This is an optimization exercise on Yosys and OpenROAD, whose aim is small area, a short achievable clock period and few clock cycles, not a production implementation.
The RTL was checked by simulation tests, not by an equivalence proof against the original design.
Power is estimated from default activity; no workload was simulated.

==> flow/design.v (outline; a module is shown in full before it is edited, if it fits) <==
// module xxh32_accel: 1554 lines
// module xxh32_fa: 4 lines
module xxh32_accel (
  input  wire        clk,
  input  wire        rst,
  input  wire        in_valid,
  output wire        in_ready,
  input  wire [1:0]  in_op,
  input  wire [31:0] in_data,
  input  wire [2:0]  in_nbytes,
  output reg         out_valid,
  output reg  [31:0] out_digest
);
  // ...
==> flow/run.sh <==
#!/bin/bash
# synth_recipe.tcl (not shown) runs the flow's synth.tcl, then flattens the netlist and writes it again
# the make line also repeats each setting of config.mk as NAME=value (left out here)
make -C /OpenROAD-flow-scripts/flow DESIGN_CONFIG=/design/flow/config.mk WORK_HOME=/design/flow/orfs CLKGATE_MAP_FILE= SYNTH_SCRIPT=/design/flow/synth_recipe.tcl finish
==> flow/config.mk <==
export PLATFORM = sky130hd
export DESIGN_NAME = xxh32_accel
export DESIGN_NICKNAME = xxh32_accel
export VERILOG_FILES = /design/flow/design.v
export SDC_FILE = /design/flow/constraint.sdc
export NUM_CORES = 4
export LEC_CHECK = 0
export CAP_MARGIN = 20
export CORE_MARGIN = 2
export CORE_UTILIZATION = 40
export SLEW_MARGIN = 20
export SYNTH_HIERARCHICAL = 1
export SYNTH_MINIMUM_KEEP_SIZE = 0
==> flow/constraint.sdc <==
create_clock -name core_clock -period 25.0 [get_ports {clk}]
set_input_delay 5.0000 -clock core_clock [delete_from_list [all_inputs] [get_ports {clk}]]
set_output_delay 5.0000 -clock core_clock [all_outputs]
set_load 0.01 [all_outputs]
==> impl_metrics.tcl, run 1 <==
set metrics [dict create \
    async_flop_share_pct 0 \
    num_vias 29600 \
    tightestPinTransition_ns 1.33 \
    r2r_end "lane2[27]" \
    nClkBuffers 67 \
    cts-resized-gates 0 \
    grt_setup_unrepaired "false" \
    grt_pass1_vias 28600 \
    drv_cap 0 \
    power.group.top "sequential cells" \
    synthTopCellsByArea "edfxtp_1, fa_1, dfxtp_1" \
    met2_usage_pct 50.4 \
    clk-power_mw 0.804 \
    multi_input_area_share_pct 57.4 \
    wl_met2_um 68000 \
    clock_area_share_pct 4.44 \
    critPathMaxFanout 31 \
    nets 3880 \
    worstPathRequired_ns 25.50 \
    seq_area_frac_synth_pct 33.8 \
    hold_depth 0 \
    yosysUniqueCellTypes 93 \
    hold_class "reg2reg" \
    multi_input_area_mm2 0.0231 \
    switching_share_pct 37.6 \
    status "timing/DRC/antenna clean" \
    synthTopCellsByCount "nand2_1, fa_1, edfxtp_1" \
    critPathCapture "lane2[27]" \
    crit_path_start "e_yj[1]" \
    n_fill_cell 8434 \
    final_common_cell "nand2_1" \
    pg_seq_mw 1.01 \
    cts_tree "yes" \
    synth_top_family_by_area "adder cells" \
    antenna_found_initial 22 \
    yosys_warnings 7 \
    mostFrequentLayoutCells "nand2_1, fa_1, edfxtp_1, nor2_1, a21oi_1" \
]
Testbench counts, summed over its fixed seeds: cycles 31,635.
==> run 2, diff against run 1 <==
--- a/flow/design.v
+++ b/flow/design.v
@@ -12,156 +12,109 @@
   localparam [1:0] OP_UPDATE = 2'd0;
   localparam [1:0] OP_INIT   = 2'd1;
   localparam [1:0] OP_DIGEST = 2'd2;
   localparam [1:0] E_IDLE = 2'd0;
   localparam [1:0] E_RUN  = 2'd1;
   localparam [1:0] E_AV1  = 2'd2;
   localparam [1:0] E_AV2  = 2'd3;
   reg         rdy;               
-  reg         go_r;              
-  reg         str_r;             
-  reg         wc_r;              
   reg         iv;                
   reg  [1:0]  iop;
   reg  [31:0] idat;
   reg  [2:0]  inb;
+  reg         go_r;              
+  reg         upd_r, init_r, dig_r;    
+  reg         bs_r;              
+  reg         wc_r;              
   reg  [31:0] lane0, lane1, lane2, lane3;    
   reg  [31:0] total;             
   reg         saw;               
   reg  [23:0] part;              
   reg  [31:0] slot0, slot1, slot2;           
   reg  [31:0] t;                 
   reg  [31:0] h;                 
   reg         bx_act;            
   reg  [1:0]  bx_lane;
   reg         b_pure;            
   reg         by_act;            
   reg  [1:0]  by_lane;
   reg  [1:0]  e_st;
   reg  [2:0]  e_xi;              
   reg  [1:0]  e_k;               
   reg  [2:0]  e_n;               
-  reg         e_yv;              
-  reg  [2:0]  e_yj;
-  reg  [23:0] bq;                
   reg         e_more;            
   reg         e_tw, e_tb;        
+  reg  [23:0] bq;                
+  reg         e_yv;              
+  reg  [2:0]  e_yj;
+  reg         xm_burst, xm_av1, xm_av2, xm_word, xm_byte, xm_term;
+  reg         xm_p2, xm_p3, xm_k2, xm_i0, xm_i1, xm_i3;
+  reg         ym_p1, ym_rot13, ym_rot11, ym_p4, ym_conv, ym_cs, ym_cn, ym_d;
+  reg         xs_bs, xs_b0, xs_b1, xs_b2, xs_av1, xs_w0, xs_w1, xs_w2, xs_av2;
+  reg         xs_l0, xs_l1, xs_l2, xs_l3;
   assign in_ready = rdy;
-  always @* out_digest = h;
+  always @* out_digest = t ^ (t >> 16);    
   function [31:0] rotl;
     input [31:0] x;
     input integer r;
     begin
       rotl = (x << r) | (x >> (32 - r));
     end
   endfunction
-  wire       wordc   = wc_r;
-  wire       stripe  = str_r;
-  function can_go_f;
-    input [1:0] op;
-    input       str;
-    input [1:0] est;
-    input       emore;
-    input       bxa;
-    input       bya;
-    begin
-      case (op)
-        OP_UPDATE: can_go_f = !(str && (est == E_AV2 || est == E_AV1 || emore));
-        OP_INIT:   can_go_f = !bxa && !bya;
-        OP_DIGEST: can_go_f = (est == E_IDLE) && !bxa;
-        default:   can_go_f = 1'b1;
-      endcase
-    end
-  endfunction
-  wire go      = go_r;
-  wire upd_go  = go && (iop == OP_UPDATE);
-  wire init_go = go && (iop == OP_INIT);
-  wire dig_go  = go && (iop == OP_DIGEST);
-  wire b_start = upd_go && stripe;
+  wire upd_go  = go_r && upd_r;
+  wire init_go = go_r && init_r;
+  wire dig_go  = go_r && dig_r;
+  wire b_start = bs_r;
+  wire wordc   = wc_r;
   wire [7:0] d0 = idat[7:0], d1 = idat[15:8], d2 = idat[23:16], d3 = idat[31:24];
   wire [7:0] p0 = part[7:0], p1 = part[15:8], p2 = part[23:16];
   reg  [7:0] j0, j1, j2, j3, j4, j5, j6;
   always @* begin
     case (total[1:0])
       2'd0: begin j0 = d0; j1 = d1; j2 = d2; j3 = d3; j4 = d3; j5 = d3; j6 = d3; end
       2'd1: begin j0 = p0; j1 = d0; j2 = d1; j3 = d2; j4 = d3; j5 = d3; j6 = d3; end
       2'd2: begin j0 = p0; j1 = p1; j2 = d0; j3 = d1; j4 = d2; j5 = d3; j6 = d3; end
       default: begin j0 = p0; j1 = p1; j2 = p2; j3 = d0; j4 = d1; j5 = d2; j6 = d3; end
     endcase
   end
-  wire [31:0] pword = {j3, j2, j1, j0};
-  wire [23:0] part_n = wordc ? {j6, j5, j4} : {j2, j1, j0};
-  wire [23:0] part_n_all = upd_go ? part_n : part;
-  wire bx_now   = b_start || bx_act;
-  wire [1:0] bxl = b_start ? 2'd3 : bx_lane;
-  wire lpure    = b_start ? !saw : b_pure;
-  wire e_term   = dig_go || e_more;
-  wire e_xg     = (e_term || e_st == E_AV1 || e_st == E_AV2) && !bx_act;
-  wire x_word   = e_xg && e_term && e_tw;
-  wire x_byte   = e_xg && e_term && e_tb;
-  wire x_av1    = e_xg && e_st == E_AV1;
-  wire x_av2    = e_st == E_AV2;
-  wire [2:0] xi = e_xi;
-  reg [31:0] slot_rd;
-  wire [1:0] sidx = bx_now ? bx_lane : xi[1:0];
-  always @* begin
-    case (sidx)
-      2'd0: slot_rd = slot0;
-      2'd1: slot_rd = slot1;
-      default: slot_rd = slot2;
-    endcase
-  end
-  reg [31:0] lane_rd;
-  wire [1:0] lidx = lpure ? 2'd2 : bxl;
-  always @* begin
-    case (lidx)
-      2'd0: lane_rd = lane0;
-      2'd1: lane_rd = lane1;
-      2'd2: lane_rd = lane2;
-      default: lane_rd = lane3;
-    endcase
-  end
-  wire        sel_p2 = bx_now || x_av1;
-  wire        sel_p3 = x_word || x_av2;
-  wire [31:0] bx_v   = bx_now ? (b_start ? pword : slot_rd) : (h ^ (h >> 15));
-  wire [31:0] b3_v   = x_av2 ? (t ^ (t >> 13)) : slot_rd;
-  wire [7:0]  b5_v   = bq[7:0];
-  wire [31:0] xp2 = sel_p2 ? bx_v : 32'd0;
-  wire [31:0] xn2 = sel_p2 ? ~bx_v : 32'd0;
-  wire [31:0] xp3 = sel_p3 ? b3_v : 32'd0;
-  wire [31:0] xn3 = sel_p3 ? ~b3_v : 32'd0;
-  wire [7:0]  xp5 = x_byte ? b5_v : 8'd0;
-  wire [7:0]  xn5 = x_byte ? ~b5_v : 8'd0;
-  wire [31:0] xa  = bx_now ? lane_rd : 32'd0;
-  wire xs_p2n   = sel_p2 && !(bx_now && lpure);
-  wire xs_pure0 = bx_now && lpure && bxl == 2'd0;
-  wire xs_pure1 = bx_now && lpure && bxl == 2'd1;
-  wire xs_pure2 = bx_now && lpure && bxl == 2'd2;
-  wire xs_pure3 = bx_now && lpure && bxl == 2'd3;
-  wire xs_p3    = sel_p3;
-  wire xs_p5    = x_byte;
-  wire y_conv = !by_act && e_yv && e_yj == 3'd0;
-  wire y_word = !by_act && e_yv && e_yj != 3'd0 && e_yj <= {1'b0, e_k};
-  wire y_byte = !by_act && e_yv && e_yj != 3'd0 && !(e_yj <= {1'b0, e_k});
-  wire        sel_p1 = by_act || y_byte;
-  wire [31:0] a1_v = by_act ? rotl(t, 13) : rotl(h, 11);
-  wire [31:0] yp1 = sel_p1 ? a1_v : 32'd0;
-  wire [31:0] yn1 = sel_p1 ? ~a1_v : 32'd0;
-  wire [31:0] yp4 = y_word ? rotl(h, 17) : 32'd0;
-  wire [31:0] yn4 = y_word ? ~rotl(h, 17) : 32'd0;
-  wire [31:0] yc0 = y_conv ? (saw ? rotl(lane0, 1) : lane2) : 32'd0;
-  wire [31:0] yc1 = (y_conv && saw) ? rotl(lane1, 7) : 32'd0;
-  wire [31:0] yc2 = (y_conv && saw) ? rotl(lane2, 12) : 32'd0;
-  wire [31:0] yc3 = (y_conv && saw) ? rotl(lane3, 18) : 32'd0;
-  wire [31:0] yc4 = y_conv ? total : 32'd0;
-  wire [31:0] yd  = (!by_act && e_yv) ? t : 32'd0;
-  wire ys_p1 = sel_p1;
-  wire ys_p4 = y_word;
-  wire ys_c5 = y_conv && !saw;
+  wire [31:0] pword  = {j3, j2, j1, j0};
+  wire [23:0] part_n = upd_go ? (wordc ? {j6, j5, j4} : {j2, j1, j0}) : part;
+  wire [31:0] hx = h ^ (h >> 15);
+  wire [31:0] tx = t ^ (t >> 13);
+  wire [31:0] xp2 = ({32{xs_bs}} & pword) | ({32{xs_b0}} & slot0) | ({32{xs_b1}} & slot1)
+                  | ({32{xs_b2}} & slot2) | ({32{xs_av1}} & hx);
+  wire [31:0] xn2 = {32{xm_p2}} & ~xp2;
+  wire [31:0] xp3 = ({32{xs_w0}} & slot0) | ({32{xs_w1}} & slot1) | ({32{xs_w2}} & slot2)
+                  | ({32{xs_av2}} & tx);
+  wire [31:0] xn3 = {32{xm_p3}} & ~xp3;
+  wire [7:0]  xp5 = {8{xm_byte}} & bq[7:0];
+  wire [7:0]  xn5 = {8{xm_byte}} & ~bq[7:0];
+  wire [31:0] xa  = ({32{xs_l0}} & lane0) | ({32{xs_l1}} & lane1) | ({32{xs_l2}} & lane2)
+                  | ({32{xs_l3}} & lane3);
+  wire xs_p2n   = xm_k2;
+  wire xs_pure0 = xm_i0;
+  wire xs_pure1 = xm_i1;
+  wire xs_pure2 = 1'b0;
+  wire xs_pure3 = xm_i3;
+  wire xs_p3    = xm_p3;
+  wire xs_p5    = xm_byte;
+  wire [31:0] yp1 = ({32{ym_rot13}} & rotl(t, 13)) | ({32{ym_rot11}} & rotl(h, 11));
+  wire [31:0] yn1 = {32{ym_p1}} & ~yp1;
+  wire [31:0] yp4 = {32{ym_p4}} & rotl(h, 17);
+  wire [31:0] yn4 = {32{ym_p4}} & ~yp4;
+  wire [31:0] yc0 = ({32{ym_cs}} & rotl(lane0, 1)) | ({32{ym_cn}} & lane2);
+  wire [31:0] yc1 = {32{ym_cs}} & rotl(lane1, 7);
+  wire [31:0] yc2 = {32{ym_cs}} & rotl(lane2, 12);
+  wire [31:0] yc3 = {32{ym_cs}} & rotl(lane3, 18);
+  wire [31:0] yc4 = {32{ym_conv}} & total;
+  wire [31:0] yd  = {32{ym_d}} & t;
+  wire ys_p1 = ym_p1;
+  wire ys_p4 = ym_p4;
+  wire ys_c5 = ym_cn;
   wire xq1 = xn2[0] | xp3[0] | xp5[0];
   wire xq2 = xn2[1] | xp3[1] | xp5[1];
   wire xq3 = xn2[2] | xp3[2] | xp5[2];
   wire xq4 = xn2[3] | xp3[3] | xp5[3];
   wire xq5 = xn2[4] | xp3[4] | xp5[4];
   wire xq6 = xn2[5] | xp3[5] | xp5[5];
   wire xq7 = xn2[6] | xp3[6] | xp5[6];
   wire xq8 = xn2[7] | xp3[7] | xp5[7];
@@ -1457,102 +1410,184 @@
   wire yq648, yq649;
   xxh32_fa u_yq648 (.a(yq583), .b(yq584), .c(yq518), .s(yq648), .co(yq649));
   wire yq650, yq651;
   xxh32_fa u_yq650 (.a(yq585), .b(yq586), .c(yq522), .s(yq650), .co(yq651));
   wire [31:0] ys_a = {yq649, yq647, yq645, yq643, yq641, yq639, yq637, yq635, yq633, yq631, yq629, yq627, yq625, yq623, yq621, yq619, yq617, yq615, yq613, yq611, yq609, yq607, yq605, yq603, yq601, yq599, yq597, yq595, yq593, yq591, yq589, yq588};
   wire [31:0] ys_b = {yq650, yq648, yq646, yq644, yq642, yq640, yq638, yq636, yq634, yq632, yq630, yq628, yq626, yq624, yq622, yq620, yq618, yq616, yq614, yq612, yq610, yq608, yq606, yq604, yq602, yq600, yq598, yq596, yq594, yq592, yq590, (ys_p4 | ys_c5)};
   wire [31:0] x_out = xs_a + xs_b;
   wire [31:0] y_out = ys_a + ys_b;
-  wire       acc    = in_valid && rdy;
-  wire       iv_n   = acc || (iv && !go);
-  wire [1:0] iop_n  = acc ? in_op : iop;
-  wire [2:0] inb_n  = acc ? in_nbytes : inb;
+  wire       keep    = iv && !go_r;
+  wire       iv_n    = keep || in_valid;
+  wire [1:0] iop_n   = keep ? iop : in_op;
   wire [31:0] total_n = init_go ? 32'd0 : upd_go ? total + {29'd0, inb} : total;
+  wire        saw_n   = init_go ? 1'b0 : b_start ? 1'b1 : saw;
+  wire        bpure_n = b_start ? !saw : b_pure;
   wire       bx_act_n  = b_start || (bx_act && bx_lane != 2'd2);
-  wire       e_done_y  = !by_act && e_yv && e_yj == e_n;
+  wire [1:0] bx_lane_n = b_start ? 2'd0 : bx_lane + 2'd1;
+  wire       xterm     = xm_term;               
+  wire       e_done_y  = e_yv && e_yj == e_n;
   reg  [1:0] e_st_n;
   always @* begin
     e_st_n = e_st;
     if (dig_go) e_st_n = E_RUN;
     else case (e_st)
       E_RUN: if (e_done_y) e_st_n = E_AV1;
-      E_AV1: if (e_xg) e_st_n = E_AV2;
+      E_AV1: if (xm_av1) e_st_n = E_AV2;
       E_AV2: e_st_n = E_IDLE;
       default: ;
     endcase
   end
   wire       e_idle_n = (e_st_n == E_IDLE);
-  wire [2:0] e_xi_n = e_idle_n ? 3'd0 : (e_xg && e_term) ? xi + 3'd1 : e_xi;
+  wire [2:0] e_xi_n = e_idle_n ? 3'd0 : xterm ? e_xi + 3'd1 : e_xi;
   wire [1:0] e_k_n  = e_idle_n ? total_n[3:2] : e_k;
   wire [2:0] e_n_n  = e_idle_n ? ({1'b0, total_n[3:2]} + {1'b0, total_n[1:0]}) : e_n;
   wire       e_more_n = (e_st_n == E_RUN) && (e_xi_n <= e_n_n);
   wire       e_tw_n   = e_xi_n < {1'b0, e_k_n};
   wire       e_tb_n   = !e_tw_n && (e_xi_n < e_n_n);
-  wire [2:0] cnt_n    = {1'b0, total_n[1:0]} + inb_n;
-  wire       stripe_n = cnt_n[2] & (total_n[3:2] == 2'd3);
-  wire       cgo_n    = can_go_f(iop_n, stripe_n, e_st_n, e_more_n, bx_act_n, b_start || bx_act);
-  wire       rdy_n    = !iv_n || cgo_n;
+  wire busyx_n = e_more_n || e_st_n == E_AV1 || e_st_n == E_AV2;
+  wire cg_upd  = !(total_n[3:2] == 2'd3 && busyx_n);    
+  wire cg_init = !bx_act_n && !xm_burst;                 
+  wire cg_dig  = e_idle_n && !bx_act_n;
+  reg  cg_keep, cg_new;
+  always @* begin
+    case (iop)
+      OP_UPDATE: cg_keep = cg_upd;
+      OP_INIT:   cg_keep = cg_init;
+      OP_DIGEST: cg_keep = cg_dig;
+      default:   cg_keep = 1'b1;
+    endcase
+    case (in_op)
+      OP_UPDATE: cg_new = cg_upd;
+      OP_INIT:   cg_new = cg_init;
+      OP_DIGEST: cg_new = cg_dig;
+      default:   cg_new = 1'b1;
+    endcase
+  end
+  wire       cgo_n  = keep ? cg_keep : cg_new;
+  wire       go_n   = keep ? cg_keep : (in_valid && cg_new);
+  wire [1:0] psz_n  = total_n[1:0];
+  wire [2:0] cnt_k  = {1'b0, psz_n} + inb;
+  wire       ge1 = |in_nbytes, ge2 = in_nbytes[2] | in_nbytes[1];
+  wire       ge3 = in_nbytes[2] | (in_nbytes[1] & in_nbytes[0]), ge4 = in_nbytes[2];
+  wire       wc_new = psz_n == 2'd0 ? ge4 : psz_n == 2'd1 ? ge3 : psz_n == 2'd2 ? ge2 : ge1;
+  wire       wc_n   = keep ? cnt_k[2] : wc_new;
+  wire       pos3_n = total_n[3:2] == 2'd3;
+  wire       bs_n   = keep ? (cg_keep && iop == OP_UPDATE && cnt_k[2] && pos3_n)
+                           : (in_valid && in_op == OP_UPDATE && cg_upd && wc_new && pos3_n);
+  wire       dg_n   = keep ? (cg_keep && iop == OP_DIGEST) : (in_valid && in_op == OP_DIGEST && cg_dig);
+  wire       bxnow_n  = bs_n || bx_act_n;
+  wire       erun_n   = e_more_n && !bx_act_n;         
+  wire       eterm_n  = dg_n || erun_n;
+  wire       xword_n  = eterm_n && e_tw_n;
+  wire       xbyte_n  = eterm_n && e_tb_n;
+  wire       xav1_n   = e_st_n == E_AV1 && !bx_act_n;
+  wire       xav2_n   = e_st_n == E_AV2;
+  wire       xp2_n    = bxnow_n || xav1_n;
+  wire       npure_n  = !saw_n;                          
+  wire [1:0] bl_n     = bx_lane_n;
   always @(posedge clk) begin
     if (rst) begin
       rdy       <= 1'b1;
-      go_r      <= 1'b0;
       iv        <= 1'b0;
+      go_r      <= 1'b0;
+      bs_r      <= 1'b0;
       bx_act    <= 1'b0;
       by_act    <= 1'b0;
       e_st      <= E_IDLE;
+      e_more    <= 1'b0;
       e_yv      <= 1'b0;
       out_valid <= 1'b0;
+      xm_burst  <= 1'b0;
+      xm_av1    <= 1'b0;
+      xm_av2    <= 1'b0;
+      xm_word   <= 1'b0;
+      xm_byte   <= 1'b0;
+      xm_term   <= 1'b0;
+      xm_p2     <= 1'b0;
+      xm_p3     <= 1'b0;
     end else begin
-      rdy    <= rdy_n;
-      go_r   <= iv_n && cgo_n;
-      iv     <= iv_n;
-      bx_act <= bx_act_n;
-      by_act <= bx_now;
-      e_st   <= e_st_n;
-      e_yv   <= e_xg && e_term;
-      out_valid <= x_av2;
+      rdy       <= !iv_n || cgo_n;
+      iv        <= iv_n;
+      go_r      <= go_n;
+      bs_r      <= bs_n;
+      bx_act    <= bx_act_n;
+      by_act    <= xm_burst;
+      e_st      <= e_st_n;
+      e_more    <= e_more_n;
+      e_yv      <= xterm;
+      out_valid <= xm_av2;
+      xm_burst  <= bxnow_n;
+      xm_av1    <= xav1_n;
+      xm_av2    <= xav2_n;
+      xm_word   <= xword_n;
+      xm_byte   <= xbyte_n;
+      xm_term   <= eterm_n;
+      xm_p2     <= xp2_n;
+      xm_p3     <= xword_n || xav2_n;
     end
-    if (acc) begin
+    if (!keep) begin
       iop  <= in_op;
       idat <= in_data;
       inb  <= in_nbytes;
     end
-    total <= rst ? 32'd0 : total_n;
-    str_r <= stripe_n;
-    wc_r  <= cnt_n[2];
-    if (init_go) saw <= 1'b0;
-    else if (b_start) saw <= 1'b1;
-    if (b_start) b_pure <= !saw;
-    if (upd_go) begin
-      part <= part_n;
-      if (wordc && total[3:2] == 2'd0) slot0 <= pword;
-      if (wordc && total[3:2] == 2'd1) slot1 <= pword;
-      if (wordc && total[3:2] == 2'd2) slot2 <= pword;
-    end
-    bx_lane <= b_start ? 2'd0 : bx_lane + 2'd1;
-    by_lane <= bxl;
-    if (bx_now || (e_xg && !x_av2)) t <= x_out;
-    if (x_av2) h <= x_out ^ (x_out >> 16);
-    else if (e_yv && !by_act) h <= y_out;
+    upd_r  <= iop_n == OP_UPDATE;
+    init_r <= iop_n == OP_INIT;
+    dig_r  <= iop_n == OP_DIGEST;
+    wc_r   <= wc_n;
+    xm_k2   <= (bs_n && !npure_n) || (bx_act_n && !(bpure_n && bl_n != 2'd2)) || xav1_n;
+    xm_i0   <= bx_act_n && bpure_n && bl_n == 2'd0;
+    xm_i1   <= bx_act_n && bpure_n && bl_n == 2'd1;
+    xm_i3   <= bs_n && npure_n;
+    xs_bs   <= !rst && bs_n;
+    xs_b0   <= !rst && bx_act_n && bx_lane_n == 2'd0;
+    xs_b1   <= !rst && bx_act_n && bx_lane_n == 2'd1;
+    xs_b2   <= !rst && bx_act_n && bx_lane_n == 2'd2;
+    xs_av1  <= !rst && xav1_n;
+    xs_w0   <= !rst && eterm_n && e_tw_n && e_xi_n[1:0] == 2'd0;
+    xs_w1   <= !rst && erun_n && e_tw_n && e_xi_n[1:0] == 2'd1;
+    xs_w2   <= !rst && erun_n && e_tw_n && e_xi_n[1:0] == 2'd2;
+    xs_av2  <= !rst && xav2_n;
+    xs_l0   <= !rst && bx_act_n && !bpure_n && bl_n == 2'd0;
+    xs_l1   <= !rst && bx_act_n && !bpure_n && bl_n == 2'd1;
+    xs_l2   <= !rst && ((bx_act_n && (bpure_n || bl_n == 2'd2)) || (bs_n && npure_n));
+    xs_l3   <= !rst && bs_n && !npure_n;
+    ym_p1    <= xm_burst || (xterm && e_xi != 3'd0 && !(e_xi <= {1'b0, e_k}));
+    ym_rot13 <= xm_burst;
+    ym_p4    <= xterm && e_xi != 3'd0 && e_xi <= {1'b0, e_k};
+    ym_conv  <= xterm && e_xi == 3'd0;
+    ym_rot11 <= xterm && e_xi != 3'd0 && !(e_xi <= {1'b0, e_k});
+    ym_cs    <= xterm && e_xi == 3'd0 && saw_n;
+    ym_cn    <= xterm && e_xi == 3'd0 && !saw_n;
+    ym_d     <= xterm;
+    total <= total_n;
+    saw   <= saw_n;
+    b_pure <= bpure_n;
+    part  <= part_n;
+    if (upd_go && wordc && total[3:2] == 2'd0) slot0 <= pword;
+    if (upd_go && wordc && total[3:2] == 2'd1) slot1 <= pword;
+    if (upd_go && wordc && total[3:2] == 2'd2) slot2 <= pword;
+    bx_lane <= bx_lane_n;
+    by_lane <= b_start ? 2'd3 : bx_lane;
+    t <= x_out;                  
+    if (e_yv) h <= y_out;
     if (by_act) begin
       case (by_lane)
         2'd0: lane0 <= y_out;
         2'd1: lane1 <= y_out;
         2'd2: lane2 <= y_out;
         default: lane3 <= y_out;
       endcase
     end else if (init_go) lane2 <= idat;
-    e_xi   <= e_xi_n;
-    e_k    <= e_k_n;
-    e_n    <= e_n_n;
-    e_more <= !rst && e_more_n;
-    e_tw   <= e_tw_n;
-    e_tb   <= e_tb_n;
-    if (e_idle_n) bq <= part_n_all;
-    else if (x_byte) bq <= {8'd0, bq[23:8]};
-    if (e_xg && e_term) e_yj <= xi;
+    e_xi <= e_xi_n;
+    e_k  <= e_k_n;
+    e_n  <= e_n_n;
+    e_tw <= e_tw_n;
+    e_tb <= e_tb_n;
+    if (e_idle_n) bq <= part_n;
+    else if (xm_byte) bq <= {8'd0, bq[23:8]};
+    if (xterm) e_yj <= e_xi;
   end
 endmodule
 module xxh32_fa (input wire a, input wire b, input wire c, output wire s, output wire co);
   assign s = a ^ b ^ c;
   assign co = (a & b) | (a & c) | (b & c);
 endmodule
==> flow/flow/run.sh (new file) <==
#!/bin/bash
set -euo pipefail
bash standard.sh SETUP_SLACK_MARGIN=18.5 finish > standard.log 2>&1
==> flow/standard.sh (new file) <==
#!/bin/bash
# synth_recipe.tcl (not shown) runs the flow's synth.tcl, then flattens the netlist and writes it again
# the make line also repeats each setting of config.mk as NAME=value (left out here)
make -C /OpenROAD-flow-scripts/flow DESIGN_CONFIG=/design/flow/config.mk WORK_HOME=/design/flow/orfs CLKGATE_MAP_FILE= SYNTH_SCRIPT=/design/flow/synth_recipe.tcl "${@:-finish}"
==> flow/config.mk (replaced) <==
export PLATFORM = sky130hd
export DESIGN_NAME = xxh32_accel
export DESIGN_NICKNAME = xxh32_accel
export VERILOG_FILES = /design/flow/design.v
export SDC_FILE = /design/flow/constraint.sdc
export NUM_CORES = 4
export LEC_CHECK = 0
export ABC_AREA = 1
export CAP_MARGIN = 20
export CORE_MARGIN = 2
export CORE_UTILIZATION = 40
export SLEW_MARGIN = 20
export SYNTH_HIERARCHICAL = 1
export SYNTH_MINIMUM_KEEP_SIZE = 0
removed: flow/run.sh
==> run 2 against run 1 <==
Effect of this change: still clean on timing, DRC and antenna; highest routed layer unchanged; die area down 1.2%; clock skew up 0.016 ns; largest cell class unchanged; critical path type is now reg2out; total power up 59%; hold slack worse by 0.047 ns; combinational power rose to 2.7 times the previous value; flip-flop and latch count up 32; via count up 6.6%; non-clock buffer count up 64; count of clock-buffer cells in the layout up 3; sequential power up 12%; maximum frequency up 46%.
==> impl_metrics.tcl, run 2 <==
set metrics [dict create \
    place_area_mm2 0.0379 \
    synthTopCellsByArea "edfxtp_1, fa_1, nand2_1" \
    switching_share_pct 45.8 \
    pwr-share-seq_pct 27.2 \
    firstDrtPassIters 7 \
    hold_class "reg2reg" \
    internal_power_mw 2.26 \
    min_period_over_period_pct 26.0 \
    antenna_found_initial 9 \
    nets 4553 \
    fin_crit_ns 6.49 \
    status "timing/DRC/antenna clean" \
    num_vias 31500 \
    dp_hpwl_um 144000 \
    fp.coreArea_mm2 0.0884 \
    grt_overflow 0 \
    die_h_um 302 \
    grt_pass1_wl_um 247000 \
    drc 0 \
    cts_tree "yes" \
    cts_buffer_depth 3 \
    drv_slew 0 \
    synthTopCellsByCount "nand2_1, inv_1, fa_1" \
    max_slew_margin_pct 14.9 \
    grtUsageTotal_pct 39.5 \
    critPathKind "reg2out" \
    n_fill_cell 8613 \
    yosys_register_bits 468 \
    die_area_mm2 0.0915 \
    mostFrequentLayoutCells "nand2_1, inv_1, fa_1, edfxtp_1, nand3_1" \
    p_leak_nw 20.4 \
    fmax_mhz 154 \
    worstPathRequired_ns 20.00 \
    slowest_delay_ns 0.43 \
    viasPerCell 6.07 \
    initial_core_util_pct 40.3 \
    power.density_mw_per_mm2 100 \
    yosys.area.top_type_share_pct 26.8 \
    h-tree-depth 2 \
    clkTransAtPathRegs_ns 0.08 \
    cts_buffers 55 \
    synth_edf_count 318 \
    clock_sinks 468 \
    io_buffer_count 73 \
    grt_pass1_vias 31200 \
    pwr-share-clk_pct 20.4 \
    drv_cap 0 \
    power_mw 4.17 \
    die_width_um 302 \
    register_area_mm2 0.0127 \
    drive_above_1_share_pct 12.3 \
    ctsHoldBuffers 0 \
    insertion_delay_ns 0.68 \
    placementRows 109 \
    area_growth_pct 16.5 \
    p_comb_share_pct 52.4 \
    yosysMostFrequentCell "nand2_1" \
    ir_worst_vdd_v 0.000142 \
    tightestPinTransition_ns 1.27 \
    cp_slowest_cell "dfxtp_4" \
    routed_wl_um 181000 \
    finalSetupViolations 0 \
    postSynthCellCount 3828 \
    netlist_area_mm2 0.0356 \
    start_kind "register" \
    async_flop_share_pct 0 \
    antenna_left 0 \
    switchingPower_mw 1.91 \
    end_kind "output port" \
    grt_max_degree 103 \
    drt-initial-drc-count 4560 \
    yosys_warnings 7 \
    syn_nets 4400 \
    critPathMaxFanout 3 \
    gp_congestion 1.10 \
    wire_per_inst_um 34.8 \
    crit_path_cell_trace "buf_6, xor2_1, buf_2" \
    final_common_cell "nand2_1" \
    yosys.area.top_type "edfxtp_1" \
    finalSetupTns_ns 0 \
    cp_top_family "flip-flops" \
    yosysUniqueCellTypes 56 \
    seq_area_frac_synth_pct 35.2 \
    fin_area_mm2 0.0415 \
    synth_ff_type "edfxtp_1" \
    cts_root_buf "clkbuf_16" \
    num_io_pins 74 \
    syn_avg_cell_area_um2 9.31 \
    crit_buf_inv 2 \
    grt_setup_unrepaired "true" \
    multi_input_area_mm2 0.0216 \
    skew_ns 0.0616 \
    hold_viol_final 0 \
    arrival_ns 1.49 \
]
==> run 2: kinds of logic after synthesis <==
group	after synthesis	synth area share, %
adder cells (fa/ha/maj)	532	27.6
AO/OA/AOI/OAI	596	10.5
AND/OR/NAND/NOR	1548	18.1
flip-flops	468	35.2
XOR/XNOR	85	2.09
buffers and inverters	599	6.50
==> run 2: through the flow <==
step / instances / setup WS [ns] / utilization (%) / hold WS (ns)
detailed placement: 5008 / 17.52 / 42.9 / 0.402
global placement: 5007 / 17.55 / 42.8 / 0.398
CTS: 5166 / 18.36 / 46.1 / 0.413
global route: 5191 / 18.44 / 47.0 / 0.438
finish: 5197 / 18.51 / 47.0 / 0.410
floorplan: 3828 / 19.22 / - / 0.361
==> run 2: worst paths after layout <==
kind	start	end	slack, ns	depth (start not counted)
max	t[24]	out_digest[8]	18.51	3
min	xm_av2	out_valid	0.41	2
max reg2reg	h[2]	lane2[30]	18.58	21
min reg2reg	xm_av2	out_valid	0.41	2
==> run 2: tightest hold or removal path: stages, from the launching register on <==
cell and delay [ns]:
dfxtp_1 0.30, inv_1 0.04, nor2_1 0.03
==> run 2: timing repair <==
item                       in CTS  in global routing
setup endpoints to repair     139                 85
resized for setup             226                131
pin swaps                       8                 12
hold endpoints to repair        0                  0
buffers inserted               56                 22
gates cloned                    0                  2
==> run 2: routing by layer <==
layer / part of all wire [%] / track usage [%] / wire length [um] / up-vias
li1: - / - / - / 13000
met1: 38 / 50.8 / 68600 / 15800
met2: 43 / 59.1 / 77600 / 2154
met3: 11 / 11.5 / 20700 / 527
met4: 7.6 / 24.1 / 13700 / 10
met5: 0.035 / 0 / 63 / -
==> run 2: Yosys stat by module, one instance, submodules excluded <==
module,flops+latches,cells,copies in the design,area [um^2]
xxh32_accel,468,3408,1,27200
xxh32_fa,0,1,420,20.0
==> run 2: power by group through the flow <==
stage          sequential (mW)  clock [mW]  combinational (mW)
6_report                  1.13       0.850                2.19
5_1_grt                   1.14       0.886                2.30
4_1_cts                   1.12       0.857                2.01
3_5_place_dp              1.16           0                1.87
3_3_place_gp              1.16           0                1.87
2_1_floorplan             1.07           0                1.06
==> run 2: final cells by class <==
| class | instances | share of cell area [%] |
|---|---|---|
| Multi-Input combinational cell | 2761 | 51.9 |
| Inverter | 469 | 4.38 |
| Antenna cell | 6 | 0.0362 |
| Timing Repair Buffer | 226 | 5.05 |
| Clock inverter | 32 | 0.871 |
| Clock buffer | 70 | 3.72 |
| Sequential cell | 468 | 30.5 |
| Tap cell | 1165 | 3.51 |
Testbench counts of run 2, summed over its fixed seeds: cycles 31,659.

[what the ideal ports hide]
In the flow no input, the clock included, has a driving cell. The finished layouts below were timed again as built, in two steps. Step 1, drivers: a clkbuf_16 drives clk and a buf_2 each remaining input, both assumed. Step 2 moves the port delays by t, midway between the first and last clock arrival at a register: inputs arrive t later, outputs are due t later. That takes back most of the time a late clock gives input paths. Slacks: ideal / step 1 / step 2; pairs: ideal / step 1.
run	shift t [ns]	setup slack, ns	slew at the worst register clock pin (ns)
run 1	0.714	15.528 / 15.528 / 15.528	0.09 / 0.09
run 2	0.716	18.510 / 18.440 / 18.213	0.08 / 0.08
After both steps every run listed still meets setup and hold. The setup slack of run 2, which loses most, moves by -0.070 ns with the drivers and by -0.297 ns with both steps.
